From an optimization exercise on the open Yosys and OpenROAD flow, aimed at small area; shortcuts taken in it are not production practice.
In this exercise RTL edits were held to simulation tests only and were not proved equivalent to the original.
Power and IR drop assume default switching activity.

File: design/flow/flow/run.sh
#!/bin/bash
# Layout flow: the standard flow (standard.sh) with two changes.
#  1. After the standard synthesis, ABC re-maps the combinational logic
#     between the registers for area (flow/resynth.ys.in, flow/area.abc). The
#     registers keep the standard synthesis's instances, names and cells.
#  2. Ports are buffered with sky130_fd_sc_hd__buf_1 (one buffer per port, as
#     the standard flow does, with a smaller cell).
#  3. Clock tree synthesis with sky130_fd_sc_hd__clkbuf_8 buffers on clusters of
#     at most 12 registers, and no dummy loads.
# Each tool's output goes to a log file in this folder.
set -euo pipefail
W=$(pwd)
R=$W/orfs/results/$FLOW_PLATFORM/timerext_core/base
O=$W/orfs/objects/$FLOW_PLATFORM/timerext_core/base
LIB=$FLOW_HOME/platforms/$FLOW_PLATFORM/lib/sky130_fd_sc_hd__tt_025C_1v80.lib
YOSYS=$FLOW_HOME/../tools/install/yosys/bin/yosys
[[ -x $YOSYS ]] || YOSYS=yosys

bash standard.sh synth > standard_synth.log 2>&1
cp $R/1_2_yosys.v $W/1_2_yosys_standard.v
sed -e "s#@LIB@#$LIB#g" -e "s#@IN@#$W/1_2_yosys_standard.v#" -e "s#@OUT@#$R/1_2_yosys.v#" \
    -e "s#@TOP@#$FLOW_TOP#" -e "s#@ABC@#$W/flow/area.abc#" -e "s#@CONSTR@#$O/abc.constr#" \
    -e "s#@STAT@#$W/resynth_stat.txt#" flow/resynth.ys.in > resynth.ys
$YOSYS -s resynth.ys > resynth.log 2>&1
rm -f $R/1_synth.odb $R/1_synth.sdc
bash standard.sh BUFFER_PORTS_ARGS="-buffer_cell sky130_fd_sc_hd__buf_1" \
    CTS_ARGS="-sink_clustering_enable -repair_clock_nets -dont_use_dummy_load -buf_list sky130_fd_sc_hd__clkbuf_8 -sink_clustering_size 12 -sink_clustering_max_diameter 80" \
    finish > standard_finish.log 2>&1
File: design/flow/flow/area.abc
strash
ifraig
dc2
drw
drf
dc2
&get -n
&st
&dch -f
&nf -a
&put
topo
dnsize -c
File: design/flow/flow/resynth.ys.in
# Re-map the combinational logic of the standard synthesis for area.
# Every register (and tie cell) stays the very instance the standard synthesis
# made: its cell is read as a black box, so ABC only sees the logic between them.
read_liberty -ignore_miss_func -ignore_miss_dir @LIB@
blackbox sky130_fd_sc_hd__*df* sky130_fd_sc_hd__*dl* sky130_fd_sc_hd__conb_1
read_verilog @IN@
hierarchy -top @TOP@
flatten
opt_clean -purge
abc -script @ABC@ -liberty @LIB@ -constr @CONSTR@ -dont_use sky130_fd_sc_hd__probe_p_8 -dont_use sky130_fd_sc_hd__probec_p_8 -dont_use sky130_fd_sc_hd__lpflow_bleeder_1 -dont_use sky130_fd_sc_hd__lpflow_clkbufkapwr_1 -dont_use sky130_fd_sc_hd__lpflow_clkbufkapwr_16 -dont_use sky130_fd_sc_hd__lpflow_clkbufkapwr_2 -dont_use sky130_fd_sc_hd__lpflow_clkbufkapwr_4 -dont_use sky130_fd_sc_hd__lpflow_clkbufkapwr_8 -dont_use sky130_fd_sc_hd__lpflow_clkinvkapwr_1 -dont_use sky130_fd_sc_hd__lpflow_clkinvkapwr_16 -dont_use sky130_fd_sc_hd__lpflow_clkinvkapwr_2 -dont_use sky130_fd_sc_hd__lpflow_clkinvkapwr_4 -dont_use sky130_fd_sc_hd__lpflow_clkinvkapwr_8 -dont_use sky130_fd_sc_hd__lpflow_decapkapwr_12 -dont_use sky130_fd_sc_hd__lpflow_decapkapwr_3 -dont_use sky130_fd_sc_hd__lpflow_decapkapwr_4 -dont_use sky130_fd_sc_hd__lpflow_decapkapwr_6 -dont_use sky130_fd_sc_hd__lpflow_decapkapwr_8 -dont_use sky130_fd_sc_hd__lpflow_inputiso0n_1 -dont_use sky130_fd_sc_hd__lpflow_inputiso0p_1 -dont_use sky130_fd_sc_hd__lpflow_inputiso1n_1 -dont_use sky130_fd_sc_hd__lpflow_inputiso1p_1 -dont_use sky130_fd_sc_hd__lpflow_inputisolatch_1 -dont_use sky130_fd_sc_hd__lpflow_isobufsrc_1 -dont_use sky130_fd_sc_hd__lpflow_isobufsrc_16 -dont_use sky130_fd_sc_hd__lpflow_isobufsrc_2 -dont_use sky130_fd_sc_hd__lpflow_isobufsrc_4 -dont_use sky130_fd_sc_hd__lpflow_isobufsrc_8 -dont_use sky130_fd_sc_hd__lpflow_isobufsrckapwr_16 -dont_use sky130_fd_sc_hd__lpflow_lsbuf_lh_hl_isowell_tap_1 -dont_use sky130_fd_sc_hd__lpflow_lsbuf_lh_hl_isowell_tap_2 -dont_use sky130_fd_sc_hd__lpflow_lsbuf_lh_hl_isowell_tap_4 -dont_use sky130_fd_sc_hd__lpflow_lsbuf_lh_isowell_4 -dont_use sky130_fd_sc_hd__lpflow_lsbuf_lh_isowell_tap_1 -dont_use sky130_fd_sc_hd__lpflow_lsbuf_lh_isowell_tap_2 -dont_use sky130_fd_sc_hd__lpflow_lsbuf_lh_isowell_tap_4 
opt_clean -purge
splitnets
opt_clean -purge
tee -o @STAT@ stat -liberty @LIB@
write_verilog -noattr -noexpr -nohex -nodec @OUT@
File: design/flow/standard.sh
#!/bin/bash
# synth_recipe.tcl (not shown) runs the flow's synth.tcl, then flattens the netlist and writes it again
# the make line also repeats each setting of config.mk as NAME=value (left out here)
make -C /OpenROAD-flow-scripts/flow DESIGN_CONFIG=/design/flow/config.mk WORK_HOME=/design/flow/orfs CLKGATE_MAP_FILE= SYNTH_SCRIPT=/design/flow/synth_recipe.tcl "${@:-finish}"
File: design/flow/config.mk
export PLATFORM = sky130hd
export DESIGN_NAME = timerext_core
export DESIGN_NICKNAME = timerext_core
export VERILOG_FILES = /design/flow/design.v
export SDC_FILE = /design/flow/constraint.sdc
export NUM_CORES = 4
export LEC_CHECK = 0
export ABC_AREA = 1
export CAP_MARGIN = 20
export CORE_MARGIN = 2
export CORE_UTILIZATION = 40
export CTS_BUF_LIST = sky130_fd_sc_hd__clkbuf_8
export CTS_CLUSTER_DIAMETER = 80
export CTS_CLUSTER_SIZE = 12
export PLACE_DENSITY = 0.6
export SLEW_MARGIN = 20
File: design/flow/constraint.sdc
create_clock -name core_clock -period 12.0 [get_ports {clk}]
set_input_delay 2.4000 -clock core_clock [delete_from_list [all_inputs] [get_ports {clk}]]
set_output_delay 2.4000 -clock core_clock [all_outputs]
set_load 0.01 [all_outputs]
File: design/flow/design.v
module timerext_core #(
    parameter [31:0] BACKDATE = 32'd64
) (
    input  wire        clk,
    input  wire        rst,
    input  wire        tick,
    input  wire        cmd_valid,
    output wire        cmd_ready,
    input  wire [87:0] cmd,
    output reg         rsp_valid,
    output reg  [33:0] rsp,
    output reg         ev_valid,
    output wire [15:0] ev_word,
    output reg         ev2_valid,
    output wire [15:0] ev2_word,
    output reg         pin
);
    localparam [7:0] OP_ECINIT = 8'h10, OP_ECGET  = 8'h11, OP_ECSET  = 8'h12,
                     OP_ECEXT  = 8'h13, OP_ECEXTP = 8'h14, OP_ECMAX  = 8'h15,
                     OP_ECOVC  = 8'h16, OP_ECOVR  = 8'h17,
                     OP_DASCHO = 8'h20, OP_DASCH  = 8'h21, OP_DACAN  = 8'h22,
                     OP_DAST   = 8'h23, OP_DAAT   = 8'h24, OP_DAOT   = 8'h25,
                     OP_PSSCH  = 8'h30, OP_PSCAN  = 8'h31, OP_PSCANE = 8'h32,
                     OP_PSST   = 8'h33, OP_PSGS   = 8'h34, OP_PSGE   = 8'h35,
                     OP_PSCB   = 8'h36;
    localparam [1:0] ACT_NOTHING = 2'd0, ACT_TOGGLE = 2'd1, ACT_CLEAR = 2'd2, ACT_SET = 2'd3;
    localparam [1:0] DA_IDLE = 2'd0, DA_WAIT = 2'd1, DA_SCHED = 2'd2, DA_MISSED = 2'd3;
    localparam [2:0] PS_IDLE = 3'd0, PS_SSTART = 3'd1, PS_SEND = 3'd2,
                     PS_MSTART = 3'd3, PS_MEND = 3'd4;
    localparam [1:0] CB_NONE = 2'd0, CB_HOST = 2'd1, CB_PSSTART = 2'd2, CB_PSEND = 2'd3;
    localparam [3:0] ST_NONE = 4'd0,
                     ST_S1   = 4'd1,  ST_S2  = 4'd2,  ST_S3  = 4'd3,  ST_S4 = 4'd4,
                     ST_S5   = 4'd5,  ST_S6  = 4'd6,  ST_S7A = 4'd7,  ST_S7B = 4'd8,
                     ST_C1   = 4'd9,  ST_I1  = 4'd10;
    reg [15:0] cnt;
    reg        ovf;
    reg [15:0] cmp;
    reg        mf;
    reg [1:0]  oa;
    reg        ovie;
    reg        cmie;
    reg [15:0] acc_hi;       
    reg        ovfcb;
    reg [1:0]  da_state;
    reg [31:0] da_at;
    reg [31:0] da_ot;
    reg [1:0]  da_action;
    reg [1:0]  da_prev;
    reg [1:0]  da_cb;
    reg [7:0]  da_tag;
    reg [2:0]  ps_state;
    reg [31:0] ps_start;
    reg [31:0] ps_end;
    reg        ps_cben;
    reg        da_w;         
    reg        ps_w;         
    reg [3:0]  fg_pc;
    reg [3:0]  isr_pc;
    reg        fg_ps;        
    reg        fg_cb;
    reg [7:0]  fg_tag;
    reg [4:0]  fg_k;         
    reg        c0_r;         
    reg [1:0]  ev_ty;        
    wire in_isr  = (isr_pc != ST_NONE);
    wire fg_busy = (fg_pc != ST_NONE);
    wire gie     = !(fg_busy && (fg_ps || fg_pc == ST_S7B || fg_pc == ST_C1));
    assign ev_word  = {(ev_ty == 2'd2) ? da_tag : 8'd0, 3'd0,
                       (ev_ty == 2'd1) ? 3'd0 : (ev_ty == 2'd2) ? {1'b0, da_state} : ps_state,
                       ev_ty};
    assign ev2_word = {11'd0, ps_state, 2'd3};
    wire [7:0]  c_op   = cmd[7:0];
    wire [1:0]  c_act  = cmd[9:8];
    wire        c_cb   = cmd[10];
    wire [4:0]  c_zero = cmd[15:11];
    wire [7:0]  c_tag  = cmd[23:16];
    wire [31:0] c_a    = cmd[55:24];
    wire [31:0] c_b    = cmd[87:56];
    wire z_act = (c_act == 2'd0);
    wire z_tag = (c_tag == 8'd0);
    wire z_ah  = (c_a[31:16] == 16'd0);
    wire z_a   = z_ah && (c_a[15:0] == 16'd0);
    wire z_b   = (c_b == 32'd0);
    reg c_legal;
    always @(*) begin
        case (c_op)
            OP_ECINIT, OP_PSCB:
                c_legal = z_act && z_tag && z_a && z_b;
            OP_ECGET, OP_ECMAX, OP_ECOVC, OP_ECOVR,
            OP_DACAN, OP_DAST, OP_DAAT, OP_DAOT,
            OP_PSCAN, OP_PSCANE, OP_PSST, OP_PSGS, OP_PSGE:
                c_legal = z_act && !c_cb && z_tag && z_a && z_b;
            OP_ECSET:
                c_legal = z_act && !c_cb && z_tag && z_b;
            OP_ECEXT, OP_ECEXTP:
                c_legal = z_act && !c_cb && z_tag && z_b && z_ah;
            OP_DASCHO:
                c_legal = 1'b1;
            OP_DASCH:
                c_legal = z_b;
            OP_PSSCH:
                c_legal = z_act && !c_cb && z_tag;
            default:
                c_legal = 1'b0;
        endcase
        if (c_zero != 5'd0)
            c_legal = 1'b0;
    end
    wire ovf_pend = ovf && ovie;
    wire cmp_pend = mf && cmie;
    wire irq_ok   = !in_isr && gie && (ovf_pend || cmp_pend);
    wire idle     = !in_isr && !fg_busy;
    assign cmd_ready = idle && !irq_ok;
    wire       fg_step = !in_isr && !irq_ok && fg_busy;
    wire [3:0] step_w  = in_isr ? isr_pc : fg_step ? fg_pc : ST_NONE;
    wire       at_s1   = fg_step && (fg_pc == ST_S1);
    wire       at_s4   = (step_w == ST_S4);
    function [16:0] add16(input [15:0] a, input [15:0] b, input ci);
        integer i;
        reg c;
        begin
            c = ci;
            for (i = 0; i < 16; i = i + 1) begin
                add16[i] = a[i] ^ b[i] ^ c;
                c = (a[i] & b[i]) | (c & (a[i] ^ b[i]));
            end
            add16[16] = c;
        end
    endfunction
    function ge16(input [15:0] a, input [15:0] b, input ci);
        integer i;
        reg c;
        begin
            c = ci;
            for (i = 0; i < 16; i = i + 1)
                c = (a[i] & !b[i]) | (a[i] & c) | (!b[i] & c);
            ge16 = c;
        end
    endfunction
    function lt16(input [15:0] a, input [15:0] b);
        lt16 = !ge16(a, b, 1'b1);
    endfunction
    function eqp1(input [15:0] a, input [15:0] b);
        integer i;
        reg [15:0] t;
        reg ok;
        begin
            t  = a ^ b;
            ok = t[0];
            for (i = 0; i < 15; i = i + 1)
                ok = ok & (t[i] | !t[i+1]) & (!t[i] | (b[i] == t[i+1]));
            eqp1 = ok;
        end
    endfunction
    function [15:0] inc16(input [15:0] a);
        integer i;
        reg c;
        begin
            c = 1'b1;
            for (i = 0; i < 16; i = i + 1) begin
                inc16[i] = a[i] ^ c;
                c = a[i] & c;
            end
        end
    endfunction
    function [15:0] dec16(input [15:0] a);
        integer i;
        reg c;
        begin
            c = 1'b1;
            for (i = 0; i < 16; i = i + 1) begin
                dec16[i] = a[i] ^ c;
                c = !a[i] & c;
            end
        end
    endfunction
    wire [15:0] dec_out = dec16(at_s4 ? da_ot[15:0] : cnt);
    wire [15:0] s4_cmp  = dec_out;
    wire [15:0] cnt_m1  = dec_out;
    wire [15:0] acc_p1 = inc16(acc_hi);
    wire [15:0] acc_m1 = dec16(acc_hi);
    wire        corr   = ovf && !cnt[15];
    wire [15:0] nh     = corr ? acc_p1 : acc_hi;
    wire [31:0] ec_now = {nh, cnt};
    wire        op_ext  = (c_op == OP_ECEXT);
    wire        op_extp = (c_op == OP_ECEXTP);
    wire        ext_c   = ge16(c_a[15:0], cnt, op_ext);
    wire b_lo     = lt16(da_at[15:0], cnt);
    wire at_eq_nh = (da_at[31:16] == nh);
    wire promo_ok = (b_lo ? eqp1(da_at[31:16], nh) : at_eq_nh) && (da_at[15:0] != cnt_m1);
    wire c_at_lt_now = lt16(da_at[31:16], nh) || (at_eq_nh && b_lo);
    wire [15:0] cp_hi = at_s4 ? da_at[31:16] : nh;
    wire [15:0] cp_lo = at_s4 ? da_at[15:0]  : cnt;
    wire c_p_lt_ot   = lt16(cp_hi, da_ot[31:16]) ||
                       ((cp_hi == da_ot[31:16]) && lt16(cp_lo, da_ot[15:0]));
    wire c_now_lt_ot = c_p_lt_ot;
    wire past_now = c0_r ? (c_now_lt_ot && c_at_lt_now) : (c_now_lt_ot || c_at_lt_now);
    wire [31:0] o_new;
    wire        o_c;
    wire s_p1 = at_s1 ? (corr && o_c) :
                (idle && op_ext)  ? !ext_c :
                (idle && op_extp) ? 1'b0 : corr;
    wire s_m1 = at_s1 ? (!corr && !o_c) : (idle && op_extp && ext_c);
    wire [15:0] hi_sel = s_p1 ? acc_p1 : s_m1 ? acc_m1 : acc_hi;
    generate
        if (BACKDATE[31:16] == 16'd0 && BACKDATE[4:0] == 5'd0) begin : g_org
            wire [16:0] o_lo = add16(cnt, ~(BACKDATE[15:0] | {11'd0, fg_k}), 1'b1);
            assign o_c   = o_lo[16];
            assign o_new = {hi_sel, o_lo[15:0]};
        end else begin : g_org
            assign o_c   = 1'b1;
            assign o_new = ec_now - BACKDATE - {27'd0, fg_k};
        end
    endgenerate
    wire op_cancel = (c_op == OP_DACAN) ||
                     (c_op == OP_PSCAN && ps_state == PS_SSTART) ||
                     (c_op == OP_PSCANE && ps_state == PS_SEND);
    wire at_c0s = cmd_ready && cmd_valid && c_legal && op_cancel && (da_state == DA_SCHED);
    wire at_s7a   = (step_w == ST_S7A);
    wire cmp_hold = !(at_s4 || at_s7a || at_c0s);
    wire [15:0] cmp_new = ({16{at_s4}}    & s4_cmp) |
                          ({16{at_s7a}}   & da_at[15:0]) |
                          ({16{at_c0s}}   & cnt_m1) |
                          ({16{cmp_hold}} & cmp);
    wire wr_match = (cmp_new == cnt);
    reg [15:0] n_cnt;
    reg        n_ovf;
    reg [15:0] n_cmp;
    reg        n_mf;
    reg [1:0]  n_oa;
    reg        n_pin;
    reg        n_ovie;
    reg        n_cmie;
    reg [15:0] n_acc_hi;
    reg        n_ovfcb;
    reg [1:0]  n_da_state;
    wire [31:0] n_da_at;
    wire [31:0] n_da_ot;
    reg [1:0]  n_da_action;
    reg [1:0]  n_da_prev;
    reg [1:0]  n_da_cb;
    reg [7:0]  n_da_tag;
    reg [2:0]  n_ps_state;
    reg [31:0] n_ps_start;
    reg [31:0] n_ps_end;
    reg        n_ps_cben;
    reg        n_da_w;
    reg        n_ps_w;
    reg [3:0]  n_fg_pc;
    reg [3:0]  n_isr_pc;
    reg        n_fg_ps;
    reg        n_fg_cb;
    reg [7:0]  n_fg_tag;
    reg [4:0]  n_fg_k;
    reg        n_rsp_valid;
    wire [33:0] n_rsp;
    reg        n_ev_valid;
    reg [1:0]  n_ev_ty;
    reg        n_ev2_valid;
    reg [3:0]  step;
    reg        sch_ok;
    reg [4:0]  ev_new;
    reg        ev_emit;
    reg [2:0]  ps_new;
    reg        ps_emit;
    reg [15:0] tick_cnt;
    function pin_action(input [1:0] act, input cur);
        case (act)
            ACT_TOGGLE: pin_action = !cur;
            ACT_CLEAR:  pin_action = 1'b0;
            ACT_SET:    pin_action = 1'b1;
            default:    pin_action = cur;
        endcase
    endfunction
    always @(*) begin
        n_cnt = cnt;         n_ovf = ovf;           n_cmp = cmp_new;         n_mf = mf;
        n_oa = oa;           n_pin = pin;           n_ovie = ovie;       n_cmie = cmie;
        n_acc_hi = acc_hi;   n_ovfcb = ovfcb;
        n_da_state = da_state;
        n_da_action = da_action; n_da_prev = da_prev;   n_da_cb = da_cb;   n_da_tag = da_tag;
        n_ps_state = ps_state;   n_ps_start = ps_start; n_ps_end = ps_end; n_ps_cben = ps_cben;
        n_da_w = da_w;       n_ps_w = ps_w;
        n_fg_pc = fg_pc;     n_isr_pc = isr_pc;     n_fg_ps = fg_ps;
        n_fg_cb = fg_cb;     n_fg_tag = fg_tag;     n_fg_k = fg_k + {4'd0, tick};
        n_rsp_valid = 1'b0;
        n_ev_valid = 1'b0;   n_ev_ty = ev_ty;
        n_ev2_valid = 1'b0;
        step = ST_NONE;
        sch_ok = 1'b0;
        ev_new = 5'd0;
        ev_emit = 1'b0;
        ps_new = PS_IDLE;
        ps_emit = 1'b0;
        tick_cnt = 16'd0;
        if (!fg_busy) begin
            n_fg_cb  = c_cb;
            n_fg_tag = c_tag;
            n_fg_k   = {4'd0, tick};
        end
        if (in_isr) begin
            step = step_w;
        end else if (irq_ok) begin
            if (ovf_pend) begin
                n_ovf = 1'b0;
                n_acc_hi = acc_p1;
                if (ovfcb) begin
                    ev_new  = 5'd1;
                    ev_emit = 1'b1;
                end
            end else begin
                n_mf = 1'b0;
                n_isr_pc = ST_I1;
            end
        end else if (fg_busy) begin
            step = step_w;
        end else if (cmd_valid) begin
            n_rsp_valid = 1'b1;
            if (c_legal) begin
                case (c_op)
                    OP_ECINIT: begin
                        n_ovie  = 1'b1;
                        n_ovfcb = c_cb;
                    end
                    OP_ECGET: ;
                    OP_ECSET: begin
                        n_cnt = c_a[15:0];
                        n_acc_hi = c_a[31:16];
                        n_ovf = 1'b0;
                    end
                    OP_ECEXT, OP_ECEXTP: ;
                    OP_ECMAX: ;
                    OP_ECOVC: ;
                    OP_ECOVR:  n_acc_hi = 16'd0;
                    OP_DASCHO, OP_DASCH, OP_PSSCH: begin
                        n_rsp_valid = 1'b0;
                        n_fg_ps = (c_op == OP_PSSCH);
                        if (c_op == OP_DASCHO) begin
                            if (da_state == DA_WAIT || da_state == DA_SCHED)
                                n_cmie = 1'b0;
                            n_fg_pc = ST_S2;
                        end else begin
                            n_fg_pc = ST_S1;
                        end
                    end
                    OP_DACAN, OP_PSCAN, OP_PSCANE: begin
                        n_fg_ps = (c_op != OP_DACAN);
                        if (c_op == OP_PSCAN && ps_state != PS_SSTART ||
                            c_op == OP_PSCANE && ps_state != PS_SEND) begin
                        end else begin
                            if (da_state == DA_WAIT) begin
                                n_cmie = 1'b0;
                                n_oa = da_prev;
                                n_da_state = DA_IDLE;
                                sch_ok = 1'b1;
                                if (c_op != OP_DACAN) begin
                                    ps_new = PS_IDLE;
                                    ps_emit = 1'b1;
                                end
                            end else if (da_state == DA_SCHED) begin
                                n_fg_pc = ST_C1;
                                n_rsp_valid = 1'b0;
                            end
                        end
                    end
                    OP_DAST: ;
                    OP_DAAT: ;
                    OP_DAOT: ;
                    OP_PSST: ;
                    OP_PSGS: ;
                    OP_PSGE: ;
                    OP_PSCB:  n_ps_cben = c_cb;
                    default: ;
                endcase
            end
        end
        case (step)
            ST_I1: begin
                n_isr_pc = ST_NONE;
                if (da_state == DA_IDLE || da_state == DA_MISSED) begin
                    n_cmie = 1'b0;
                end else if (past_now) begin
                    n_cmie = 1'b0;
                    n_da_state = (da_state == DA_SCHED) ? DA_IDLE : DA_MISSED;
                    case (da_cb)
                        CB_HOST: begin
                            ev_new  = {1'b0, n_da_state, 2'd2};
                            ev_emit = 1'b1;
                        end
                        CB_PSSTART: begin
                            if (n_da_state == DA_IDLE) begin
                                n_isr_pc = ST_S2;
                            end else begin
                                ps_new  = PS_MSTART;
                                ps_emit = 1'b1;
                            end
                        end
                        CB_PSEND: begin
                            ps_new  = (n_da_state == DA_IDLE) ? PS_IDLE : PS_MEND;
                            ps_emit = 1'b1;
                        end
                        default: ;
                    endcase
                end else if (promo_ok) begin
                    n_oa = da_action;
                    n_da_state = DA_SCHED;
                end
            end
            ST_S1: begin
                if (da_state == DA_WAIT || da_state == DA_SCHED)
                    n_cmie = 1'b0;
                n_fg_pc = ST_S2;
            end
            ST_S2: begin
                n_da_prev = oa;
                if (in_isr) n_isr_pc = ST_S3; else n_fg_pc = ST_S3;
            end
            ST_S3: begin
                n_da_state = DA_WAIT;
                n_da_w = 1'b1;
                if (in_isr) begin
                    n_da_action = ACT_CLEAR;
                    n_da_cb     = CB_PSEND;
                    n_da_tag    = 8'd0;
                    n_isr_pc    = ST_S4;
                end else begin
                    if (fg_ps) begin
                        n_da_action = ACT_SET;
                        n_da_cb     = CB_PSSTART;
                    end else begin
                        n_da_action = rsp[1:0];
                        n_da_cb     = fg_cb ? CB_HOST : CB_NONE;
                    end
                    n_da_tag    = fg_tag;
                    n_fg_pc     = ST_S4;
                end
            end
            ST_S4: begin
                if (wr_match)
                    n_pin = pin_action(oa, pin);
                n_mf = 1'b0;
                if (in_isr) n_isr_pc = ST_S5; else n_fg_pc = ST_S5;
            end
            ST_S5: begin
                n_cmie = 1'b1;
                if (in_isr) n_isr_pc = ST_S6; else n_fg_pc = ST_S6;
            end
            ST_S6: begin
                if (promo_ok) begin
                    n_oa = da_action;
                    n_da_state = DA_SCHED;
                end
                if (in_isr) n_isr_pc = ST_S7A; else n_fg_pc = ST_S7A;
            end
            ST_S7A: begin
                if (wr_match) begin
                    n_mf  = 1'b1;
                    n_pin = pin_action(oa, pin);
                end
                if (in_isr) n_isr_pc = ST_S7B; else n_fg_pc = ST_S7B;
            end
            ST_S7B: begin
                if (past_now && !mf) begin
                    n_oa = da_prev;
                    n_cmie = 1'b0;
                    n_da_state = DA_MISSED;
                    case (da_cb)
                        CB_HOST: begin
                            ev_new  = {1'b0, DA_MISSED, 2'd2};
                            ev_emit = 1'b1;
                        end
                        CB_PSSTART: begin
                            ps_new  = PS_MSTART;
                            ps_emit = 1'b1;
                        end
                        CB_PSEND: begin
                            ps_new  = PS_MEND;
                            ps_emit = 1'b1;
                        end
                        default: ;
                    endcase
                    sch_ok = 1'b0;
                end else begin
                    sch_ok = 1'b1;
                end
                if (in_isr) begin
                    if (ps_emit && ps_cben) begin
                        ev_new  = {ps_new, 2'd3};
                        ev_emit = 1'b1;
                    end
                    ps_new  = sch_ok ? PS_SEND : PS_MEND;
                    ps_emit = 1'b1;
                    n_isr_pc = ST_NONE;
                end else begin
                    if (fg_ps) begin
                        if (ps_emit && ps_cben) begin
                            ev_new  = {ps_new, 2'd3};
                            ev_emit = 1'b1;
                        end
                        if (sch_ok) begin
                            n_ps_start = da_at;
                            n_ps_end   = rsp[33:2];
                            n_ps_w     = 1'b1;
                        end
                        ps_new  = sch_ok ? PS_SSTART : PS_MSTART;
                        ps_emit = 1'b1;
                    end
                    n_rsp_valid = 1'b1;
                    n_fg_pc = ST_NONE;
                end
            end
            ST_C1: begin
                n_cmie = 1'b0;
                n_oa = da_prev;
                if (!mf)
                    n_da_state = DA_IDLE;
                sch_ok = !mf;
                if (fg_ps && sch_ok) begin
                    ps_new  = PS_IDLE;
                    ps_emit = 1'b1;
                end
                n_rsp_valid = 1'b1;
                n_fg_pc = ST_NONE;
            end
            default: ;
        endcase
        if (ev_emit) begin
            n_ev_valid = 1'b1;
            n_ev_ty    = ev_new[1:0];
        end
        if (ps_emit) begin
            n_ps_state = ps_new;
            if (ps_cben) begin
                if (n_ev_valid) begin
                    n_ev2_valid = 1'b1;
                end else begin
                    n_ev_valid = 1'b1;
                    n_ev_ty    = 2'd3;
                end
            end
        end
        if (tick) begin
            tick_cnt = inc16(n_cnt);
            n_cnt = tick_cnt;
            if (tick_cnt == 16'd0)
                n_ovf = 1'b1;
            if (tick_cnt == n_cmp) begin
                n_mf  = 1'b1;
                n_pin = pin_action(n_oa, n_pin);
            end
        end
    end
    wire op_sch   = (c_op == OP_DASCHO) || (c_op == OP_DASCH) || (c_op == OP_PSSCH);
    wire t_legal  = idle && c_legal;
    wire g_get    = t_legal && (c_op == OP_ECGET);
    wire g_ext    = t_legal && (op_ext || op_extp);
    wire g_ovc    = t_legal && (c_op == OP_ECOVC);
    wire g_max    = t_legal && (c_op == OP_ECMAX);
    wire g_at     = t_legal && (c_op == OP_DAAT) && da_w;
    wire g_ps     = t_legal && (c_op == OP_PSGS) && ps_w;
    wire g_pe     = t_legal && (c_op == OP_PSGE) && ps_w;
    wire g_sch    = t_legal && op_sch;
    wire g_dast   = t_legal && (c_op == OP_DAST);
    wire g_psst   = t_legal && (c_op == OP_PSST);
    wire swap     = fg_step && (fg_pc == ST_S1) && fg_ps;
    wire g_ot     = (t_legal && (c_op == OP_DAOT) && da_w) || swap;
    wire g_res    = idle || (fg_step && (fg_pc == ST_S7B || fg_pc == ST_C1));
    wire rsp_en   = g_res || swap;
    wire [31:0] rsp_v =
        ({32{g_get || g_ext}} & {hi_sel, 16'd0}) |
        ({32{g_get}}  & {16'd0, cnt}) |
        ({32{g_ext}}  & {16'd0, c_a[15:0]}) |
        ({32{g_ovc}}  & {16'd0, acc_hi}) |
        ({32{g_max}}  & 32'h0000_FFFF) |
        ({32{g_at}}   & da_at) |
        ({32{g_ot}}   & da_ot) |
        ({32{g_ps}}   & ps_start) |
        ({32{g_pe}}   & ps_end) |
        ({32{g_sch}}  & c_a) |
        ({32{g_dast}} & {30'd0, da_state}) |
        ({32{g_psst}} & {29'd0, ps_state}) |
        {31'd0, g_res && sch_ok};
    wire [1:0] rsp_s = g_sch ? c_act : {1'b0, idle && !c_legal};
    wire   rsp_hold = (in_isr || fg_busy) && !(fg_step && (fg_pc == ST_S7B || fg_pc == ST_C1)) && !swap;
    assign n_rsp = ({34{rsp_en}} & {rsp_v, rsp_s}) | ({34{rsp_hold}} & rsp);
    wire isr_s3   = in_isr && (isr_pc == ST_S3);
    wire fg_s3    = fg_step && (fg_pc == ST_S3);
    wire at_rsp   = (at_s1 && fg_ps) || (fg_s3 && !fg_ps);
    wire at_hold  = !(at_rsp || isr_s3);
    wire ot_cb    = cmd_ready && cmd_valid && c_legal && (c_op == OP_DASCHO || c_op == OP_PSSCH);
    wire ot_hold  = !(ot_cb || at_s1 || isr_s3);
    assign n_da_at = ({32{at_rsp}}  & rsp[33:2]) |
                     ({32{isr_s3}}  & ps_end) |
                     ({32{at_hold}} & da_at);
    assign n_da_ot = ({32{ot_cb}}   & c_b) |
                     ({32{at_s1}}   & o_new) |
                     ({32{isr_s3}}  & ps_start) |
                     ({32{ot_hold}} & da_ot);
    always @(posedge clk) begin
        if (rst) begin
            cnt <= 16'd0;  ovf <= 1'b0;
            oa <= ACT_NOTHING;  pin <= 1'b0;  ovie <= 1'b0;  cmie <= 1'b0;
            acc_hi <= 16'd0;  ovfcb <= 1'b0;
            da_state <= DA_IDLE;  da_w <= 1'b0;
            ps_state <= PS_IDLE;  ps_w <= 1'b0;  ps_cben <= 1'b0;
            fg_pc <= ST_NONE;  isr_pc <= ST_NONE;
            rsp_valid <= 1'b0;  ev_valid <= 1'b0;  ev2_valid <= 1'b0;
        end else begin
            cnt <= n_cnt;  ovf <= n_ovf;
            oa <= n_oa;  pin <= n_pin;  ovie <= n_ovie;  cmie <= n_cmie;
            acc_hi <= n_acc_hi;  ovfcb <= n_ovfcb;
            da_state <= n_da_state;  da_w <= n_da_w;
            ps_state <= n_ps_state;  ps_w <= n_ps_w;
            ps_cben <= n_ps_cben;
            fg_pc <= n_fg_pc;  isr_pc <= n_isr_pc;
            rsp_valid <= n_rsp_valid;  ev_valid <= n_ev_valid;  ev2_valid <= n_ev2_valid;
        end
        cmp <= n_cmp;  mf <= n_mf;
        da_at <= n_da_at;  da_ot <= n_da_ot;
        ps_start <= n_ps_start;  ps_end <= n_ps_end;
        da_action <= n_da_action;  da_prev <= n_da_prev;
        da_cb <= n_da_cb;  da_tag <= n_da_tag;
        fg_ps <= n_fg_ps;  fg_cb <= n_fg_cb;
        fg_tag <= n_fg_tag;  fg_k <= n_fg_k;
        if (at_s4)
            c0_r <= c_p_lt_ot;
        rsp <= n_rsp;  ev_ty <= n_ev_ty;
    end
endmodule
==> summary.txt, run 1 <==
Setup-failing EPs final = 0
Vias per cell = 6.40
Share of cells above drive strength 1 = 0.0408
Worst skew pair latency = 0.62 ns
Hold Path Class = reg2reg
Final worst path period share = 0.777
DRT antenna net count = 0
Slew headroom = 0.206
Min Tclk post-route = 9.33 ns
Setup repair after global routing missed its margin = false
Clk_skew = 0.0228 ns
Mean post-synth cell area = 8.87 sq um
Clk slew on worst S/H paths = 0.09 ns
Post-Layout Cell Count = 2472
Leak = 6.22 nW
Clk sinks = 269
Max Transition Viols Final = 0
Max cap viols = 0
Most common cell after layout, fill and taps aside = nand2_1
HPWL after DPL = 44400 um
Syn-to-layout area delta = 12.9%
Root Driver = clkbuf_8
Outcome = complete, no violations
Htree depth = 1
Final net count = 2055
Router iterations before antenna repair = 6
CP Data Required Time = 12.51 ns
Crit-path cells = buf_1 > nor4bb_1 > a22o_1 > o31a_1 > or2_0 > o311ai_0 > a31o_1 > a211oi_1 > nand4_1 > mux2i_1 > nor4_1 > nand2_1 > or2_0 > or4_1 > nor3_1 > nand2_1 > nor3_1 > nand2_1 > xor2_1 > xnor2_1 > nor4_1 > nand2b_1 > o21bai_1 > a221oi_1
Count of final hold-check violations = 0
CP delay by family, top = simple AND/OR/NAND/NOR gates
Critical-path top delay cell = nor4bb_1
TritonCTS clock tree = yes
Crit. End Element = flop
Post-CTS Resized = 0
Dpl ws = 2.19 ns
Synthesized cell area = 0.0154 sq mm
Global-route wire length before repair = 92900 um
Drt wl/cell = 25.1 um
Rows = 71
1st-iter DRT viols = 1890
# diodes = 0
Synth warn = 1
Most used cell, CP = nand2_1
Critical path arrival = 9.84 ns
Tightest Pin Transition = 1.19 ns
WP buf/inv = 1
Vias after detailed routing = 15833
IO buf count = 146
Global route overflow = 0
Die W = 200 um
Setup Crit Path Kind = in2reg
CTS Buffer Depth = 3
Final setup TNS = 0 ns
DRT Wirelength = 62000 um
GRT Overall Usage = 0.299
Core area = 0.0378 sq mm
I/O pins = 163
P per Cell Area = 203 mW/mm^2
Placed insts = 2445
DRC Markers = 0
Vias in the first global route = 14832
Crit path max fanout = 9
Hold WS = 0.464 ns
Die Y-Extent = 200 um
Critical Path Max Stage Delay = 0.85 ns
TritonCTS Buffers = 26
Pin count of the biggest net entering global routing = 63
Total chip power = 3.54 mW
Starting Density = 0.408
Post-CTS Repair Setup Buffers = 0
Maximum VDD drop = 0.135 mV
CP Launch Type = primary input
Placer Congestion = 0.947
Die area = 0.0402 sq mm
Fmax = 107 MHz
Post-CTS Hold Buffers = 0
Synth Instances = 1740
Initial antenna violation count = 1
Min setup slack post-route = 2.67 ns
Most frequent cells in the layout = 305 x nand2_1, 147 x nor2_1, 146 x dfxtp_1, 145 x buf_1, 123 x edfxtp_1
==> routing by layer <==
metal	routed length (um)	track usage	part of all wire	vias to the layer above
li1	-	-	-	7173
met1	27400	0.425	0.44	7682
met2	26400	0.454	0.43	857
met3	5850	0.0578	0.094	121
met4	2380	0.103	0.038	0
met5	0	0	0	-
==> path summary, 6_finish.rpt <==
path | slack [ns] | cells after the start | startpoint | to
max | 2.67 | 24 | cmd[4] | pin
max reg2reg | 3.92 | 24 | isr_pc[2] | pin
min | 0.46 | 2 | ps_start[18] | da_ot[18]
min reg2reg | 0.46 | 2 | ps_start[18] | da_ot[18]
==> stage by stage <==
| step | cell area (sq um) | utilization |
|---|---|---|
| after floorplan | 15500 | - |
| after global placement | 17000 | 0.450 |
| after detailed placement | 17100 | 0.451 |
| after CTS | 17400 | 0.460 |
| after global routing | 17400 | 0.460 |
| final | 17400 | 0.460 |
==> report_power, final <==
part	leakage (nW)	switching (mW)	total, mW	internal (mW)
clock network	0.187	0.324	0.516	0.193
registers	2.37	0.269	1.53	1.26
logic	3.67	0.948	1.50	0.548
total	6.22	1.54	3.54	2.00
==> area by class of cell <==
class | instances | area [sq um]
repair buffers | 181 | 823
inverters | 48 | 180
flip-flops and latches | 269 | 6620
well taps | 511 | 639
clock buffers | 26 | 358
multi-input cells | 1437 | 8800
fillers | 3825 | 20400
==> worst min-delay path, stage by stage, from the launching register on <==
cell      delay (ns)
edfxtp_1        0.35
nand2_1         0.05
nand2_1         0.05
==> run 2, diff against run 1 <==
==> design/flow/flow/area.abc (replaced) <==
strash
ifraig
dc2
drw
drf
dc2
&get -n
&st
&dch -f
&nf -a -R 1000
&put
topo
dnsize -c
==> summary.txt, run 2 <==
Final worst path period share = 0.802 (+0.0241)
Wire length on met3 = 6000 um (+2.7%)
Global route overflow = 0 (unchanged)
HPWL after DPL = 43000 um (-3.1%)
Maximum VDD drop = 0.115 mV (-15%)
Worst Reg-to-Reg Cells = 32 (+33%)
Slew headroom = 0.230 (+0.0239)
CTS Buffer Depth = 3 (unchanged)
Most common cell after layout, fill and taps aside = nand2_1
Global-route wire length before repair = 90100 um (-3.0%)
I/O pins = 163 (unchanged)
Die area = 0.0396 sq mm (-1.5%)
Final setup TNS = 0 ns (unchanged)
# diodes = 0 (unchanged)
Router iterations before antenna repair = 9 (+3)
Setup Crit Path Kind = in2reg
Max Transition Viols Final = 0 (unchanged)
Root Driver = clkbuf_8
Fmax = 104 MHz (-3.0%)
Min setup slack post-route = 2.38 ns (-0.289 ns)
Worst skew pair latency = 0.62 ns (about the same)
Post-CTS Hold Buffers = 0 (unchanged)
TritonCTS Buffers = 26 (unchanged)
Die W = 199 um (-0.74%)
Vias per cell = 6.34 (-1.0%)
IO buf count = 146 (unchanged)
Placer Congestion = 0.952 (+0.59%)
Post-CTS Resized = 0 (unchanged)
Leak = 6.10 nW (-1.9%)
Met2 WL = 26600 um (+0.79%)
Hold Path Class = reg2reg
Critical-path top delay cell = nand2_1
Synth warn = 1 (unchanged)
Share of cells above drive strength 1 = 0.0395 (-0.00131)
Register area = 0.00662 sq mm (unchanged)
CP Data Required Time = 12.50 ns (about the same)
Clk sinks = 269 (unchanged)
Setup repair after global routing missed its margin = false
Outcome = complete, no violations
Syn-to-layout area delta = 12.7%
Post-CTS Repair Setup Buffers = 0 (unchanged)
Clk slew on worst S/H paths = 0.09 ns (about the same)
Critical Path Max Stage Delay = 0.66 ns (-0.19 ns)
Min Tclk post-route = 9.62 ns (+0.289 ns)
Synthesized cell area = 0.0152 sq mm (-1.5%)
Met1 WL = 26200 um (-4.4%)
Htree depth = 1 (unchanged)
Crit. End Element = flop
Layout fillers = 3794 (-0.81%)
Synth Instances = 1737 (-0.17%)
DRC Markers = 0 (unchanged)
Die Y-Extent = 199 um (-0.74%)
Rows = 71 (unchanged)
P per Cell Area = 213 mW/mm^2 (+4.9%)
Count of final hold-check violations = 0 (unchanged)
Final net count = 2044 (-0.54%)
Highest routed layer = met4
Vias after detailed routing = 15605 (-1.4%)
Most frequent cells in the layout = 308 x nand2_1, 161 x nor2_1, 146 x dfxtp_1, 145 x buf_1, 123 x edfxtp_1
Dpl ws = 1.91 ns (-0.278 ns)
Drt wl/cell = 24.7 um (-1.6%)
Initial antenna violation count = 0 (-1)
Critical path arrival = 10.12 ns (+0.28 ns)
Mean post-synth cell area = 8.75 sq um (-1.3%)
Pin count of the biggest net entering global routing = 68 (+7.9%)
Total chip power = 3.65 mW (+3.1%)
GRT Overall Usage = 0.303 (+0.00401)
Core area = 0.0376 sq mm (-0.70%)
Multi-input logic area = 0.00860 sq mm (-2.4%)
Clk_skew = 0.0404 ns (+0.0176 ns)
TritonCTS clock tree = yes
Setup-failing EPs final = 0 (unchanged)
Starting Density = 0.404 (-0.00330)
Max cap viols = 0 (unchanged)
1st-iter DRT viols = 2102 (+11%)
DRT Wirelength = 60800 um (-2.1%)
Tightest Pin Transition = 1.15 ns (-0.0372 ns)
CP Launch Type = primary input
Hold depth = 2 (unchanged)
Crit path max fanout = 20 (+11)
Vias in the first global route = 14400 (-2.9%)
DRT antenna net count = 0 (unchanged)
==> run 2: routing by layer <==
layer / vias up / GRT usage
met5: - / 0
met4: 0 / 0.103
met3: 119 / 0.0429
met2: 886 / 0.472
met1: 7525 / 0.430
li1: 7075 / -
==> run 2: worst max-delay path, delay by kind of cell <==
family	cells	cell delay [ns]
and+or+nand+nor	19	5.56
xor gates and xnor gates	2	0.37
AOI/OAI and AO/OA	7	1.38
buffers and inverters	2	0.39
==> run 2: final timing paths <==
check / slack [ns] / to / from
worst min register to register: 0.44 / da_ot[5] / ps_start[5]
worst max-delay path: 2.38 / pin / cmd[52]
worst min-delay path: 0.44 / da_ot[5] / ps_start[5]
worst max register to register: 2.39 / pin / flop
==> run 2: final cells by class <==
class / count / area share
Sequential cell: 269 / 0.386
Timing Repair Buffer: 173 / 0.0439
Multi-Input combinational cell: 1439 / 0.502
Tap cell: 511 / 0.0373
Inverter: 43 / 0.00943
Clock buffer: 26 / 0.0209
==> run 2: per-stage QoR <==
step | hold slack (ns) | instances | utilization | instance area [sq um]
3_5_place_dp | 0.450 | 2435 | 0.446 | 16800
4_1_cts | 0.437 | 2461 | 0.456 | 17100
5_1_grt | 0.456 | 2461 | 0.456 | 17100
6_report | 0.436 | 2461 | 0.456 | 17100
3_3_place_gp | 0.439 | 2435 | 0.446 | 16800
2_1_floorplan | 0.421 | 1751 | - | 15200
==> run 2: power breakdown <==
part           switching (mW)  internal (mW)
clock network           0.325          0.193
registers               0.266           1.29
logic                    1.02          0.556
==> run 3, diff against run 2 <==
--- a/design/flow/flow/run.sh
+++ b/design/flow/flow/run.sh
@@ -6,7 +6,7 @@
 #  2. Ports are buffered with sky130_fd_sc_hd__buf_1 (one buffer per port, as
 #     the standard flow does, with a smaller cell).
 #  3. Clock tree synthesis with sky130_fd_sc_hd__clkbuf_8 buffers on clusters of
-#     at most 12 registers, and no dummy loads.
+#     at most 15 registers, and no dummy loads.
 # Each tool's output goes to a log file in this folder.
 set -euo pipefail
 W=$(pwd)
@@ -24,5 +24,5 @@
 $YOSYS -s resynth.ys > resynth.log 2>&1
 rm -f $R/1_synth.odb $R/1_synth.sdc
 bash standard.sh BUFFER_PORTS_ARGS="-buffer_cell sky130_fd_sc_hd__buf_1" \
-    CTS_ARGS="-sink_clustering_enable -repair_clock_nets -dont_use_dummy_load -buf_list sky130_fd_sc_hd__clkbuf_8 -sink_clustering_size 12 -sink_clustering_max_diameter 80" \
+    CTS_ARGS="-sink_clustering_enable -repair_clock_nets -dont_use_dummy_load -buf_list sky130_fd_sc_hd__clkbuf_8 -sink_clustering_size 15 -sink_clustering_max_diameter 100" \
     finish > standard_finish.log 2>&1
--- a/design/flow/config.mk
+++ b/design/flow/config.mk
@@ -10,7 +10,7 @@
 export CORE_MARGIN = 2
 export CORE_UTILIZATION = 40
 export CTS_BUF_LIST = sky130_fd_sc_hd__clkbuf_8
-export CTS_CLUSTER_DIAMETER = 80
-export CTS_CLUSTER_SIZE = 12
+export CTS_CLUSTER_DIAMETER = 100
+export CTS_CLUSTER_SIZE = 15
 export PLACE_DENSITY = 0.6
 export SLEW_MARGIN = 20
==> summary.txt, run 3 <==
TritonCTS clock tree = yes
Crit path max fanout = 27 (+35%)
Final worst path period share = 0.803 (+0.00132)
Syn-to-layout area delta = 12.2%
Critical Path Max Stage Delay = 0.80 ns (+0.14 ns)
Starting Density = 0.404 (unchanged)
Max cap viols = 0 (unchanged)
Drt wl/cell = 24.7 um (+0.23%)
Clk slew on worst S/H paths = 0.12 ns (+0.03 ns)
Global route overflow = 0 (unchanged)
Final net count = 2039 (-0.24%)
IO buf count = 146 (unchanged)
Fmax = 104 MHz (-0.16%)
Outcome = complete, no violations
Min setup slack post-route = 2.37 ns (-0.0158 ns)
Most used cell, CP = o21ai_0
Min Tclk post-route = 9.63 ns (+0.0158 ns)
Vias in the first global route = 14347 (-0.37%)
Setup Crit Path Kind = reg2reg
Maximum VDD drop = 0.115 mV (+0.26%)
Leak = 6.07 nW (-0.59%)
# diodes = 0 (unchanged)
Placer Congestion = 0.952 (unchanged)
Synth warn = 1 (unchanged)
DRT antenna net count = 0 (unchanged)
Rows = 71 (unchanged)
Vias per cell = 6.32 (-0.28%)
Final setup TNS = 0 ns (unchanged)
Pin count of the biggest net entering global routing = 68 (unchanged)
Vias after detailed routing = 15529 (-0.49%)
I/O pins = 163 (unchanged)
Share of cells above drive strength 1 = 0.0370 (-0.00247)
Tightest Pin Transition = 1.15 ns (-0.00873 ns)
Post-CTS Hold Buffers = 0 (unchanged)
P per Cell Area = 211 mW/mm^2 (-0.88%)
1st-iter DRT viols = 2021 (-3.9%)
Critical-path top delay cell = o21ai_0
Synthesized cell area = 0.0152 sq mm (unchanged)
Router iterations before antenna repair = 10 (+1)
Hold depth = 2 (unchanged)
CP Launch Type = flop
TritonCTS Buffers = 21 (-19%)
Dpl ws = 1.91 ns (unchanged)
Clk_skew = 0.0264 ns (-0.0139 ns)
Most common cell after layout, fill and taps aside = nand2_1
Initial antenna violation count = 0 (unchanged)
CP Data Required Time = 12.49 ns (about the same)
HPWL after DPL = 43000 um (unchanged)
GRT Overall Usage = 0.301 (-0.00178)
Most frequent cells in the layout = 308 x nand2_1, 161 x nor2_1, 146 x dfxtp_1, 145 x buf_1, 123 x edfxtp_1
Count of final hold-check violations = 0 (unchanged)
Die Y-Extent = 199 um (unchanged)
Clk sinks = 269 (unchanged)
DRC Markers = 0 (unchanged)
DP Area = 0.0168 sq mm (unchanged)
Post-CTS Resized = 0 (unchanged)
Die W = 199 um (unchanged)
Global-route wire length before repair = 89700 um (-0.47%)
Post-CTS Repair Setup Buffers = 0 (unchanged)
Setup repair after global routing missed its margin = false
Setup-failing EPs final = 0 (unchanged)
Worst skew pair latency = 0.59 ns (-0.03 ns)
Worst Reg-to-Reg Cells = 32 (unchanged)
Critical path arrival = 10.12 ns (about the same)
Core area = 0.0376 sq mm (unchanged)
Max Transition Viols Final = 0 (unchanged)
Mean post-synth cell area = 8.75 sq um (unchanged)
Hold Path Class = reg2reg
Crit. End Element = flop
Fin area = 0.0171 sq mm (-0.40%)
Synth Instances = 1737 (unchanged)
Root Driver = clkbuf_8
CTS Buffer Depth = 3 (unchanged)
DRT Wirelength = 60800 um (about the same)
Slew headroom = 0.235 (+0.00583)
Htree depth = 1 (unchanged)
Die area = 0.0396 sq mm (unchanged)
[run 3: metal layers]
| layer | vias up | share of wire | global-route usage |
|---|---|---|---|
| met5 | - | 0 | 0 |
| met4 | 0 | 0.033 | 0.0943 |
| met3 | 105 | 0.10 | 0.0436 |
| met2 | 875 | 0.44 | 0.475 |
| met1 | 7492 | 0.43 | 0.426 |
| li1 | 7057 | - | - |
[run 3: final cells by class]
| class | count | area (sq um) |
|---|---|---|
| clock buffers | 21 | 289 |
| multi-input cells | 1439 | 8600 |
| flip-flops and latches | 269 | 6620 |
| inverters | 43 | 161 |
| repair buffers | 173 | 752 |
| well taps | 511 | 639 |
| fillers | 3815 | 20500 |
[run 3: final timing paths]
check / startpoint / endpoint / slack (ns)
worst max-delay path: flop / pin / 2.37
worst min-delay path: ps_start[18] / da_ot[18] / 0.47
worst max register to register: flop / pin / 2.37
worst min register to register: ps_start[18] / da_ot[18] / 0.47
[run 3: metrics by stage]
| step | hold WS [ns] | power [mW] | instances | utilization |
|---|---|---|---|---|
| 2_1_floorplan | 0.421 | 2.56 | 1751 | - |
| 3_3_place_gp | 0.439 | 3.08 | 2435 | 0.446 |
| 3_5_place_dp | 0.450 | 3.11 | 2435 | 0.446 |
| 4_1_cts | 0.476 | 3.58 | 2456 | 0.454 |
| 5_1_grt | 0.486 | 3.82 | 2456 | 0.454 |
| 6_report | 0.472 | 3.60 | 2456 | 0.454 |
[run 3: critical path, delay by kind of cell, from the launching register on]
| family | cells | cell delay, ns |
|---|---|---|
| adder cells (fa/ha/maj) | 2 | 0.78 |
| flip-flops | 1 | 0.44 |
| AND/OR/NAND/NOR | 7 | 1.85 |
| buffers and inverters | 2 | 0.80 |
| AO/OA/AOI/OAI | 21 | 5.63 |
[run 3: where the power goes]
group          internal, mW  switching, mW
clock network         0.157          0.316
registers              1.29          0.265
logic                 0.556           1.02
total                  2.00           1.60
==> run 4, diff against run 3 <==
==> design/flow/flow/run.sh (replaced) <==
#!/bin/bash
# Layout flow: the standard flow (standard.sh) with three changes.
#  1. After the standard synthesis, ABC re-maps the combinational logic
#     between the registers for area (flow/resynth.ys.in with the scripts
#     flow/area*.abc; the smallest result is kept). The registers keep the
#     standard synthesis's instances, names and cells.
#  2. Ports are buffered with sky130_fd_sc_hd__buf_1 (one buffer per port, as
#     the standard flow does, with a smaller cell).
#  3. Clock tree synthesis with sky130_fd_sc_hd__clkbuf_8 buffers on clusters of
#     at most 12 registers, and no dummy loads.
# Each tool's output goes to a log file in this folder.
set -euo pipefail
W=$(pwd)
R=$W/orfs/results/$FLOW_PLATFORM/timerext_core/base
O=$W/orfs/objects/$FLOW_PLATFORM/timerext_core/base
LIB=$FLOW_HOME/platforms/$FLOW_PLATFORM/lib/sky130_fd_sc_hd__tt_025C_1v80.lib
YOSYS=$FLOW_HOME/../tools/install/yosys/bin/yosys
[[ -x $YOSYS ]] || YOSYS=yosys

bash standard.sh synth > standard_synth.log 2>&1
cp $R/1_2_yosys.v $W/1_2_yosys_standard.v

best=""
best_area=""
for abc in $W/flow/area*.abc; do
    n=$(basename $abc .abc)
    sed -e "s#@LIB@#$LIB#g" -e "s#@IN@#$W/1_2_yosys_standard.v#" -e "s#@OUT@#$W/resynth_$n.v#" \
        -e "s#@TOP@#$FLOW_TOP#" -e "s#@ABC@#$abc#" -e "s#@CONSTR@#$O/abc.constr#" \
        -e "s#@STAT@#$W/resynth_stat_$n.txt#" flow/resynth.ys.in > resynth_$n.ys
    if $YOSYS -s resynth_$n.ys > resynth_$n.log 2>&1; then
        a=$(awk '/Chip area/ {print $NF}' $W/resynth_stat_$n.txt)
        if [[ -n "$a" ]] && { [[ -z "$best_area" ]] || awk -v a=$a -v b=$best_area 'BEGIN {exit !(a < b)}'; }; then
            best=$n
            best_area=$a
        fi
    fi
done
echo "kept $best ($best_area um2)" > resynth_choice.txt
cp $W/resynth_$best.v $R/1_2_yosys.v
rm -f $R/1_synth.odb $R/1_synth.sdc
bash standard.sh BUFFER_PORTS_ARGS="-buffer_cell sky130_fd_sc_hd__buf_1" \
    CTS_ARGS="-sink_clustering_enable -repair_clock_nets -dont_use_dummy_load -buf_list sky130_fd_sc_hd__clkbuf_8 -sink_clustering_size 12 -sink_clustering_max_diameter 80" \
    finish > standard_finish.log 2>&1
==> design/flow/flow/area1.abc (new file) <==
strash
ifraig
dc2
drw
drf
dc2
&get -n
&st
&deepsyn -T 60
&dch -f
&nf -a -R 1000
&put
topo
==> design/flow/flow/area2.abc (new file) <==
strash
ifraig
dc2
drw
drf
dc2
&get -n
&st
&dch -f
&nf -a -R 1000
&put
topo
dnsize -c
--- a/design/flow/config.mk
+++ b/design/flow/config.mk
@@ -10,7 +10,7 @@
 export CORE_MARGIN = 2
 export CORE_UTILIZATION = 40
 export CTS_BUF_LIST = sky130_fd_sc_hd__clkbuf_8
-export CTS_CLUSTER_DIAMETER = 100
-export CTS_CLUSTER_SIZE = 15
+export CTS_CLUSTER_DIAMETER = 80
+export CTS_CLUSTER_SIZE = 12
 export PLACE_DENSITY = 0.6
 export SLEW_MARGIN = 20
removed: design/flow/flow/area.abc
==> summary.txt, run 4 <==
Drt wl/cell = 25.1 um (+1.5%)
Pin count of the biggest net entering global routing = 53 (-22%)
Die Y-Extent = 197 um (-0.76%)
Most frequent cells in the layout = 255 x nand2_1, 146 x dfxtp_1, 145 x buf_1, 137 x nor2_1, 123 x edfxtp_1
Count of final hold-check violations = 0 (unchanged)
TritonCTS clock tree = yes
Clk sinks = 269 (unchanged)
Placer Congestion = 0.979 (+2.8%)
CP Data Required Time = 12.52 ns (+0.03 ns)
Synth warn = 1 (unchanged)
Rows = 70 (-1.4%)
Tightest Pin Transition = 1.15 ns (+0.00764 ns)
Critical-path top delay cell = nor4_1
Global route overflow = 0 (unchanged)
WP buf/inv = 3 (+1)
CP delay by family, top = simple AND/OR/NAND/NOR gates
Leak = 5.88 nW (-3.1%)
I/O pins = 163 (unchanged)
DRT antenna net count = 0 (unchanged)
Starting Density = 0.408 (+0.00332)
Most common cell after layout, fill and taps aside = nand2_1
Vias in the first global route = 14045 (-2.1%)
Vias after detailed routing = 15014 (-3.3%)
Crit. End Element = flop
P per Cell Area = 218 mW/mm^2 (+3.3%)
Total chip power = 3.68 mW (+2.2%)
Clk_skew = 0.0294 ns (+0.00292 ns)
GRT Overall Usage = 0.298 (-0.00300)
CP Launch Type = primary input
Maximum VDD drop = 0.129 mV (+12%)
Die W = 197 um (-0.76%)
Final setup TNS = 0 ns (unchanged)
Post-CTS Repair Setup Buffers = 0 (unchanged)
Post-CTS Hold Buffers = 0 (unchanged)
Vias per cell = 6.42 (+1.5%)
Root Driver = clkbuf_8
Setup repair after global routing missed its margin = false
Core area = 0.0367 sq mm (-2.3%)
Worst r2r src = isr_pc[2]
Mean post-synth cell area = 9.04 sq um (+3.3%)
Global-route wire length before repair = 88800 um (-0.99%)
DRC Markers = 0 (unchanged)
Router iterations before antenna repair = 7 (-3)
Layout fillers = 3617 (-5.2%)
Syn-to-layout area delta = 12.8%
Setup Crit Path Kind = in2reg
Die area = 0.0390 sq mm (-1.5%)
IO buf count = 146 (unchanged)
Fmax = 98.7 MHz (-4.9%)
HPWL after DPL = 40900 um (-4.9%)
# diodes = 0 (unchanged)
TritonCTS Buffers = 27 (+29%)
Max cap viols = 0 (unchanged)
Setup-failing EPs final = 0 (unchanged)
Initial antenna violation count = 0 (unchanged)
Clk slew on worst S/H paths = 0.09 ns (-0.03 ns)
Critical Path Max Stage Delay = 0.82 ns (+0.02 ns)
Outcome = complete, no violations
Worst skew pair latency = 0.62 ns (+0.03 ns)
Slew headroom = 0.227 (-0.00846)
CTS Buffer Depth = 3 (unchanged)
Htree depth = 1 (unchanged)
Max Transition Viols Final = 0 (unchanged)
Final worst path period share = 0.845 (+0.0417)
Share of cells above drive strength 1 = 0.0438 (+0.00679)
1st-iter DRT viols = 1876 (-7.2%)
Synthesized cell area = 0.0150 sq mm (-1.5%)
Critical path arrival = 10.65 ns (+0.53 ns)
CP startpoint = cmd[39]
Hold wc startpoint = ps_start[0]
DRT Wirelength = 58800 um (-3.3%)
Post-CTS Resized = 0 (unchanged)
Hold Path Class = reg2reg
Final net count = 1966 (-3.6%)
Min Tclk post-route = 10.13 ns (+0.500 ns)
Synth Instances = 1655 (-4.7%)
Crit path max fanout = 16 (-41%)
==> run 4: changes by cell type in the layout (fill, tap and decap cells not counted), moves of 8 or more <==
| cell | delta |
|---|---|
| a221oi_1 | +14 |
| nand2_1 | -53 |
| and3_1 | -8 |
| nor2_1 | -24 |
| a31oi_1 | -16 |
| o21ai_0 | -17 |
| xnor2_1 | -13 |
| o211ai_1 | +16 |
| a221o_1 | +8 |
| nand4_1 | -9 |
| a211oi_1 | -21 |
| mux2i_1 | +12 |
| nor3_1 | -9 |
| clkinv_1 | +27 |
==> run 4: final cells by class <==
type                            count  area, sq um  share of cell area
Multi-Input combinational cell   1330         8250               0.489
Sequential cell                   269         6620               0.392
Clock buffer                       27          372              0.0220
Timing Repair Buffer              176          787              0.0467
Tap cell                          468          586              0.0347
Inverter                           70          263              0.0156
==> run 4: worst paths after layout <==
check / endpoint / slack [ns] / cells past startpoint
worst max-delay path: pin / 1.87 / 30
worst min-delay path: da_ot[0] / 0.44 / 2
worst max register to register: ps_end[7] / 2.31 / 34
worst min register to register: da_ot[0] / 0.44 / 2
==> run 4: routing by layer <==
layer	global-route usage	share of wire
met3	0.0393	0.084
met1	0.419	0.43
met5	0	0
met4	0.0952	0.032
met2	0.476	0.46
==> run 4: worst reg2reg max path, delay by kind of cell, from the launching register on <==
kind / cells / cell delay [ns]
buf+inv: 1 / 0.32
simple gates: 13 / 3.30
flops: 1 / 0.35
fa+ha+maj: 4 / 1.48
mux: 1 / 0.35
compound gates: 15 / 3.39
==> run 4: through the flow <==
stage / area [sq um] / setup slack (ns) / std cells / hold slack [ns] / util
floorplan: 15000 / 1.84 / 1669 / 0.430 / -
global placement: 16500 / 1.62 / 2313 / 0.442 / 0.450
detailed placement: 16500 / 1.41 / 2313 / 0.450 / 0.450
CTS: 16900 / 2.05 / 2340 / 0.443 / 0.460
global route: 16900 / 1.17 / 2340 / 0.473 / 0.460
finish: 16900 / 1.87 / 2340 / 0.437 / 0.460
==> run 4: power by group <==
part / internal, mW / total [mW] / switching [mW]
Sequential: 1.31 / 1.61 / 0.301
Combinational: 0.542 / 1.54 / 0.996
Clock: 0.200 / 0.536 / 0.336
Total: 2.05 / 3.68 / 1.63
==> run 5, diff against run 4 <==
==> design/flow/flow/area0.abc (new file) <==
strash
ifraig
dc2
drw
drf
dc2
&get -n
&st
&deepsyn -T 60
&nf -a -R 1000
&put
topo
--- a/design/flow/config.mk
+++ b/design/flow/config.mk
@@ -12,5 +12,6 @@
 export CTS_BUF_LIST = sky130_fd_sc_hd__clkbuf_8
 export CTS_CLUSTER_DIAMETER = 80
 export CTS_CLUSTER_SIZE = 12
+export GPL_TIMING_DRIVEN = 0
 export PLACE_DENSITY = 0.6
 export SLEW_MARGIN = 20
==> summary.txt, run 5 <==
Clk_skew = 0.0526 ns (+0.0233 ns)
Min Tclk post-route = 11.02 ns (+0.886 ns)
Htree depth = 1 (unchanged)
Maximum VDD drop = 0.124 mV (-3.4%)
CP Launch Type = flop
Tightest Pin Transition = 1.14 ns (-0.0156 ns)
HPWL after DPL = 41400 um (+1.2%)
Setup Crit Path Kind = reg2reg
TritonCTS Buffers = 26 (-3.7%)
Crit path max fanout = 46 (+30)
Post-CTS Hold Buffers = 0 (unchanged)
Crit. End Element = flop
Drt wl/cell = 23.7 um (-5.7%)
Die area = 0.0386 sq mm (-0.83%)
Clk slew on worst S/H paths = 0.10 ns (about the same)
P per Cell Area = 207 mW/mm^2 (-5.2%)
Max Transition Viols Final = 0 (unchanged)
Most used cell, CP = maj3_1
Router iterations before antenna repair = 7 (unchanged)
Rows = 70 (unchanged)
Critical Path Max Stage Delay = 0.67 ns (-0.15 ns)
Synth warn = 1 (unchanged)
GRT Overall Usage = 0.281 (-0.0170)
Leak = 5.88 nW (about the same)
CTS Buffer Depth = 3 (unchanged)
Core area = 0.0365 sq mm (-0.48%)
Most common cell after layout, fill and taps aside = nand2_1
Critical-path top delay cell = a211oi_1
DRT Wirelength = 55500 um (-5.6%)
TritonCTS clock tree = yes
Critical path arrival = 11.28 ns (+0.63 ns)
Global-route wire length before repair = 84000 um (-5.3%)
DRT antenna net count = 0 (unchanged)
Fmax = 90.7 MHz (-8.0%)
Hold Path Class = reg2reg
DRC Markers = 0 (unchanged)
Die W = 197 um (-0.42%)
Final setup TNS = 0 ns (unchanged)
Fin area = 0.0170 sq mm (+0.79%)
Post-Layout Cell Count = 2342 (+0.085%)
Root Driver = clkbuf_8
Pin count of the biggest net entering global routing = 54 (+1.9%)
Clk sinks = 269 (unchanged)
Syn-to-layout area delta = 14.6%
Synth Instances = 1655 (unchanged)
Placer Congestion = 0.929 (-5.0%)
Max cap viols = 0 (unchanged)
IO buf count = 146 (unchanged)
1st-iter DRT viols = 1635 (-13%)
Total chip power = 3.52 mW (-4.5%)
Vias per cell = 6.34 (-1.2%)
Setup-failing EPs final = 0 (unchanged)
I/O pins = 163 (unchanged)
Setup repair after global routing missed its margin = false
Initial antenna violation count = 2 (+2)
Slew headroom = 0.241 (+0.0146)
Share of cells above drive strength 1 = 0.0464 (+0.00265)
Worst skew pair latency = 0.63 ns (about the same)
Global route overflow = 0 (unchanged)
Placed insts = 2314 (+0.043%)
Outcome = complete, no violations
CP Data Required Time = 12.26 ns (-0.26 ns)
Synthesized cell area = 0.0148 sq mm (-0.85%)
Count of final hold-check violations = 0 (unchanged)
Final worst path period share = 0.918 (+0.0738)
Final net count = 1967 (+0.051%)
Die Y-Extent = 197 um (-0.42%)
Most frequent cells in the layout = 262 x nand2_1, 146 x dfxtp_1, 145 x buf_1, 136 x nor2_1, 129 x a21oi_1
Mean post-synth cell area = 8.96 sq um (-0.85%)
DP Area = 0.0166 sq mm (+0.80%)
Vias after detailed routing = 14854 (-1.1%)
Vias in the first global route = 14279 (+1.7%)
Starting Density = 0.406 (-0.00154)
Reg-to-reg slack, setup = 0.98 ns (-1.33 ns)
## run 5: cell count changes in the layout (fill, tap and decap cells not counted), moves of 12 or more
cell,delta
a21oi_1,+34
a22oi_1,+17
a222oi_1,-16
o221ai_1,+15
buf_4,-14
mux2i_1,-13
nor2b_1,-12
## run 5: power breakdown
part / leakage [nW] / internal [mW] / switching, mW
clock: 0.187 / 0.193 / 0.321
sequential: 2.39 / 1.30 / 0.274
combinational: 3.31 / 0.505 / 0.930
## run 5: layer usage
layer / vias to the layer above / wire (um) / GRT usage
li1: 6860 / - / -
met4: 0 / 2160 / 0.104
met1: 7174 / 22800 / 0.361
met3: 141 / 4610 / 0.0585
met2: 679 / 25900 / 0.469
met5: - / 0 / 0
## run 5: critical path: cells and delay by family (launching register included)
kind	cells	cell delay (ns)
adders and majority gates	7	2.74
DFF	1	0.40
AOI/OAI and AO/OA	13	3.47
buffers and inverters	4	1.07
and+or+nand+nor	12	2.64
muxes	1	0.26
## run 5: stage by stage
stage | setup slack [ns] | utilization | hold WS [ns]
floorplan | 1.06 | - | 0.415
global placement | -4.66 | 0.439 | 0.435
detailed placement | 0.261 | 0.455 | 0.433
finish | 0.980 | 0.466 | 0.449
global route | 0.263 | 0.465 | 0.464
CTS | 0.573 | 0.465 | 0.448
## run 5: final cells by class
class,instances,area (sq um)
Clock buffer,26,358
Timing Repair Buffer,178,1010
Inverter,63,238
Multi-Input combinational cell,1337,8190
Antenna cell,1,2.50
Sequential cell,269,6620
Tap cell,468,586
Fill cell,3604,19500
## run 5: path summary, 6_finish.rpt
kind,to,startpoint,cells past startpoint
max reg2reg,ps_start[10],fg_pc[3],37
min reg2reg,ovie,ovie,2
max,ps_start[10],fg_pc[3],37
min,ovie,ovie,2
## run 5: repair_timing
| item | 4_1_cts | 5_1_grt |
|---|---|---|
| resized for setup | 0 | 1 |
| buffers inserted | 0 | 1 |
| endpoints found under the setup margin | 0 | 48 |

separate check: timing with driven ports:
How much do the figures lean on ideal ports? The routed layouts below were timed once more, with nothing changed but the port constraints. Step 1, drivers: a clkbuf_16 drives clk and a buf_2 each remaining input, both assumed. Step 2 adds t to the input delays and takes it off the output delays; t is the mean of the earliest and latest rising clock arrival at the registers after step 1. Input paths then give back, and output paths get back, about the clock's delay inside the block. Three values: ideal ports, drivers, drivers and shift; two values: the first two.
| run | shift t [ns] | slack for setup (ns) | latest minus earliest clock arrival (ns) | worst data-port slew with drivers (ns) |
|---|---|---|---|---|
| run 1 | 0.657 | 2.671 / 2.695 / 2.038 | 0.023 / 0.023 | 0.08 |
| run 2 | 0.645 | 2.382 / 2.389 / 1.744 | 0.040 / 0.040 | 0.07 |
| run 3 | 0.629 | 2.366 / 2.366 / 1.753 | 0.027 / 0.027 | 0.06 |
| run 4 | 0.657 | 1.866 / 1.894 / 1.238 | 0.030 / 0.029 | 0.07 |
| run 5 | 0.649 | 0.980 / 0.980 / 0.374 | 0.053 / 0.053 | 0.05 |
After both steps setup and hold are still met in every run listed. The setup slack of run 2, which loses most, moves by +0.007 ns with the drivers and by -0.638 ns with both steps.
